Background: an optimization exercise with open tools, aiming at small area and a short achievable clock period. Do not read the settings as production practice. The RTL was checked by simulation tests, not by an equivalence proof against the original design. Power figures rest on the tool's default switching activity, not on a simulated workload.

## flow/design.v (module list and top-level ports; edited modules follow where they fit)
// module zre_mono: 1155 lines
// module zre_fa: 10 lines
// module zre_ha: 9 lines
// module zre_a21oi: 8 lines
// module zre_a22o: 9 lines
// module zre_a22oi: 9 lines
// module zre_and2: 7 lines
// module zre_inv: 6 lines
// module zre_nand2: 7 lines
// module zre_nor2: 7 lines
// module zre_o21ai: 8 lines
// module zre_or2: 7 lines
// module zre_xnor2: 7 lines
// module zre_xor2: 7 lines
module zre_mono (
    input  wire        clk,
    input  wire        rst,
    input  wire        start,
    input  wire [6:0]  black,
    input  wire        skip,
    input  wire [15:0] width,
    input  wire        pix_valid,
    input  wire [7:0]  pix_r,
    input  wire [7:0]  pix_g,
    input  wire [7:0]  pix_b,
    input  wire [7:0]  pix_a,
    input  wire        pix_last,
    output reg         dark_valid,
    output reg         dark,
    output reg         res_valid,
    output wire        res_err,
    output reg  [15:0] box_x,
    output reg  [15:0] box_y,
    output reg  [15:0] box_w,
    output reg  [15:0] box_h
);
  // ...
==> flow/flow/run.sh <==
#!/bin/bash
# Standard ORFS flow (the standard.sh): synthesis unchanged, then the
# layout with the ports buffered by buf_1 cells and setup repair aimed at a
# slack margin of 9.5 ns. Each step's output goes to its own log file here.
set -e
bash standard.sh synth > synth.log 2>&1
bash standard.sh "BUFFER_PORTS_ARGS=-buffer_cell sky130_fd_sc_hd__buf_1" SETUP_SLACK_MARGIN=9.5  finish > layout.log 2>&1
==> flow/standard.sh <==
#!/bin/bash
# synth_recipe.tcl (not shown) runs the flow's synth.tcl, then flattens the netlist and writes it again
# the make line also repeats each setting of config.mk as NAME=value (left out here)
make -C /OpenROAD-flow-scripts/flow DESIGN_CONFIG=/design/flow/config.mk WORK_HOME=/design/flow/orfs CLKGATE_MAP_FILE= SYNTH_SCRIPT=/design/flow/synth_recipe.tcl "${@:-finish}"
==> flow/config.mk <==
export PLATFORM = sky130hd
export DESIGN_NAME = zre_mono
export DESIGN_NICKNAME = zre_mono
export VERILOG_FILES = /design/flow/design.v
export SDC_FILE = /design/flow/constraint.sdc
export NUM_CORES = 4
export LEC_CHECK = 0
export CAP_MARGIN = 20
export CORE_MARGIN = 2
export CORE_UTILIZATION = 40
export PLACE_DENSITY = 0.6
export SLEW_MARGIN = 20
export SYNTH_HIERARCHICAL = 1
export SYNTH_MINIMUM_KEEP_SIZE = 0
==> flow/constraint.sdc <==
create_clock -name core_clock -period 13.0 [get_ports {clk}]
set_input_delay 2.6000 -clock core_clock [delete_from_list [all_inputs] [get_ports {clk}]]
set_output_delay 2.6000 -clock core_clock [all_outputs]
set_load 0.01 [all_outputs]
==> results.txt, run 1 <==
multi-input combinational cell count 1013; critical path cell sequence buf_12 -> buf_6; Clock buf/inv share 3.47%; Die Width 188 µm; M1 WL 16.4 mm; crit path from dark_valid; largest cells by area after synthesis dfxtp_1, fa_1, xnor2_1; number of global-route vias before repair roughly 11000; clock buffers 24; Combinational Power 0.00297 W; Worst setup EP type primary output; Worst IR Drop VDD 0.000204 V; Layout non-clock buf frac 10.3%; status finished clean; Switching Share 45.7%; clock network fraction of design power between 10% and 20%; M1 GR Usage ~28%; dominant kind of cell multi-input gates; max-cap violation count 0; Met2 Wirelength 16.3 mm; Flop+latch power 0.000815 W; CTS tree done; H-tree levels 4; path type of the worst min-delay path reg -> reg; drt pass-1 iters 5; worst r2r src s1_two[1]; via count around 11000; post-synthesis simple-gate area fraction 13.0%; bufs w/o clock about 210; Final Skew 13.6 ps; kind of critical path reg -> out; Top pwr grp combinational cells; worst skew pair latency 450 ps
==> inputs of run 2 (changes only) <==
==> flow/flow/run.sh (replaced) <==
#!/bin/bash
# Standard ORFS flow (the standard.sh): synthesis unchanged, then the
# layout with the ports buffered by buf_1 cells and setup repair aimed at a
# slack margin of 9.2 ns. Each step's output goes to its own log file here.
set -e
bash standard.sh synth > synth.log 2>&1
bash standard.sh "BUFFER_PORTS_ARGS=-buffer_cell sky130_fd_sc_hd__buf_1" SETUP_SLACK_MARGIN=9.2  finish > layout.log 2>&1
==> run 2 against run 1 <==
  * Combinational power is 6% lower
  * Synthesized area stayed put
  * Wire length is 6.3% lower
  * Global-route usage is 1.1 points lower
  * Highest routed layer unchanged
==> results.txt, run 2 <==
status finished clean; worst setup margin 9250 ps; max incr delay on CP approximately 390 ps; yosys warns 7; CTS Hold Bufs 0; CTS tree done; RD Place Congestion 0.846; Yosys top cell area share 25.7%; placed wire-length estimate 24.2 mm; sequential share of the synthesized area 31.5%; Worst setup EP type primary output; Final Critical Period 3750 ps; Max-slew headroom 34.8%; Synth-to-Final Area Change 14.2%; drt total wl ~33 mm; Post-synth EDFFs 26; drt pass-1 iters 7 (+2); Sink Count 200; Top delay family on crit path flip-flops; worst skew pair latency 450 ps (about the same); number of global-route vias before repair 10254 (-5.2%); Netlist Area Pre-Place around 14000 µm²; via-per-instance ratio 5.21; Worst setup SP type flop; Final Max Tran Viols 0; filler instances 3185; pin count of the biggest net entering global routing 92; Commonest cells post-synth nand2_1, dfxtp_1, fa_1; grt total ovfl 0; clk buf depth 2; mean post-synth cell area 9.78 µm²; nets@finish 1754; CTS buffer count 17; Mapped Nets ~1600; Peak Freq approximately 270 MHz; Post-DRT Antenna Nets 0; Slowest-stage cell, CP dfxtp_4; ys flop type dfxtp_1; DIE HEIGHT about 190 µm; Port Buffers 128; dpl ws 8900 ps; Seq cells post-synth 200; kind of critical path reg -> out; dominant cell by count in the synthesized netlist nand2_1; most frequent cells in the layout nand2_1, dfxtp_1, buf_1; First DRT Iteration DRCs 795; largest cells by area after synthesis dfxtp_1, fa_1, xnor2_1; ANT cells 0; most flop-heavy register s1_d; die area 35300 µm²; commonest non-fill, non-tap cell in the layout nand2_1; Pwr per Cell Area ~270 nW/µm²; asr flop ratio synth 0%; Netlist cell types 58; Non-Filler Instances 1967; initial antenna violation count 0; CTS root buf clkbuf_16; WP buf/inv 2; Worst-Margin Slew 978 ps; Final Hold Fails 0; Power, Total 0.00416 W; Final Setup Violations 0; Largest register FFs 17; first-pass GRT wire length 54.1 mm; Die Width 188 µm (unchanged); max-cap violation count 0 (unchanged); setup TNS 0 ps; Period Utilization, post-route 28.9%; Initial Util 40.5%; path type of the worst min-delay path reg -> reg; Final Skew 17.4 ps (+3.73 ps); placed cell count 1905; layout cell share with drive strength beyond 1 13.2%; drt wl/cell 16.7 µm; crit path max fanout 17; CP Data Arrival Time between 1000 and 1500 ps; via count 10253 (-2.7%); GRT Overall Usage 19.0%; Syn Inst Count ~1400; std cell rows 67; Crit path required time 10400 ps; I/O pins 129; critical path cell sequence buf_12 -> buf_2; Leak around 6 nW; Worst IR Drop VDD 0.000205 V (+0.47%); core area 33400 µm²; H-tree levels 4 (unchanged); RSZ-0062 raised after global routing yes; cell taking the most area after synthesis dfxtp_1; Clock transition at path regs 80 ps; DRC 0
run 2: final cells by class:
cell class	instances	area (µm²)	share of cell area, %
repair buffers	165	836	5.40
flip-flops and latches	200	4330	28.0
inverters	109	409	2.64
well taps	448	561	3.62
multi-input cells	1013	8730	56.5
clock buffers	17	425	2.75
clock inverters	15	175	1.13
run 2: what timing repair did:
item	4_1_cts	5_1_grt
resized for setup	15	51
setup endpoints to repair	3	11
gates cloned	2	0
pin swaps	0	11
setup buffers	0	28
run 2: power breakdown:
part,internal (W),total [W],switching (W)
combinational,0.00127,0.00280,0.00153
sequential,0.000684,0.000818,0.000135
clock,0.000262,0.000536,0.000274
run 2: per-layer routing:
metal | global-route usage [%] | vias to the layer above | wire length (µm) | part of all wire (%)
met3 | 2.62 | 33 | 1350 | 4.1
met1 | 27.4 | 5018 | 15900 | 49
li1 | - | 4982 | - | -
met2 | 30.1 | 220 | 15100 | 46
met4 | 4.72 | 0 | 501 | 1.5
met5 | 0 | - | 0 | 0
run 2: metrics by stage:
stage	cell area, µm²	util [%]	hold slack [ps]
2_1_floorplan	13500	-	310
3_3_place_gp	14400	43.0	310
3_5_place_dp	14400	43.0	315
4_1_cts	15100	45.1	336
5_1_grt	15500	46.2	337
6_report	15500	46.2	335
run 2: worst paths after layout:
check | startpoint | end | slack, ps | cells after the start
hold / removal | s1_last | t_last | 330 | 0
setup / recovery | dark_valid | dark_valid | 9250 | 2
hold reg to reg | s1_last | t_last | 330 | 0
setup reg to reg | s1_one[2] | dark | 9360 | 16
run 2: cells by family (layout without fill, tap and decap cells):
group | count (synthesis) | in the layout | share of synthesized area, %
mux | 18 | 18 | 1.34
flops | 200 | 200 | 31.5
buf+inv | 172 | 306 | 4.95
compound gates | 284 | 284 | 16.0
simple gates | 378 | 378 | 13.0
other cells | 1 | 1 | 0.0277
fa+ha+maj | 187 | 187 | 23.9
xor+xnor | 145 | 145 | 9.38
run 2: modules after synthesis, one instance, submodules excluded, a selection:
module	cells inside	times used	flops+latches
zre_a21oi	1	26	0
zre_a22o	1	16	0
zre_a22oi	1	48	0
zre_and2	1	2	0
zre_fa	1	119	0
zre_inv	1	31	0
zre_nand2	1	48	0
zre_nor2	1	37	0
zre_o21ai	1	22	0
zre_or2	1	14	0
zre_xnor2	1	74	0
zre_xor2	1	7	0

==> static timing again, ports no longer ideal <==
How much do the figures lean on ideal ports? The routed layouts below were timed once more, with nothing changed but the port constraints. Step 1 assumes that a clkbuf_16 drives the clock port and a buf_2 every other input. Step 2 also shifts input and output timing later by t, the mid clock arrival at the registers, as if the neighbouring blocks saw the same clock. a / b / c = ideal / step 1 / step 2; a / b = the first two.
run	t, ns	setup slack, ns	worst setup path at the end	worst data-port slew with drivers (ns)	cell pins on the clock port's net
run 1	0.492	9.366 / 9.315 / 9.432	register to register	0.06	1
run 2	0.489	9.248 / 9.195 / 9.364	register to register	0.07	1
After both steps setup and hold are still met in every run listed.
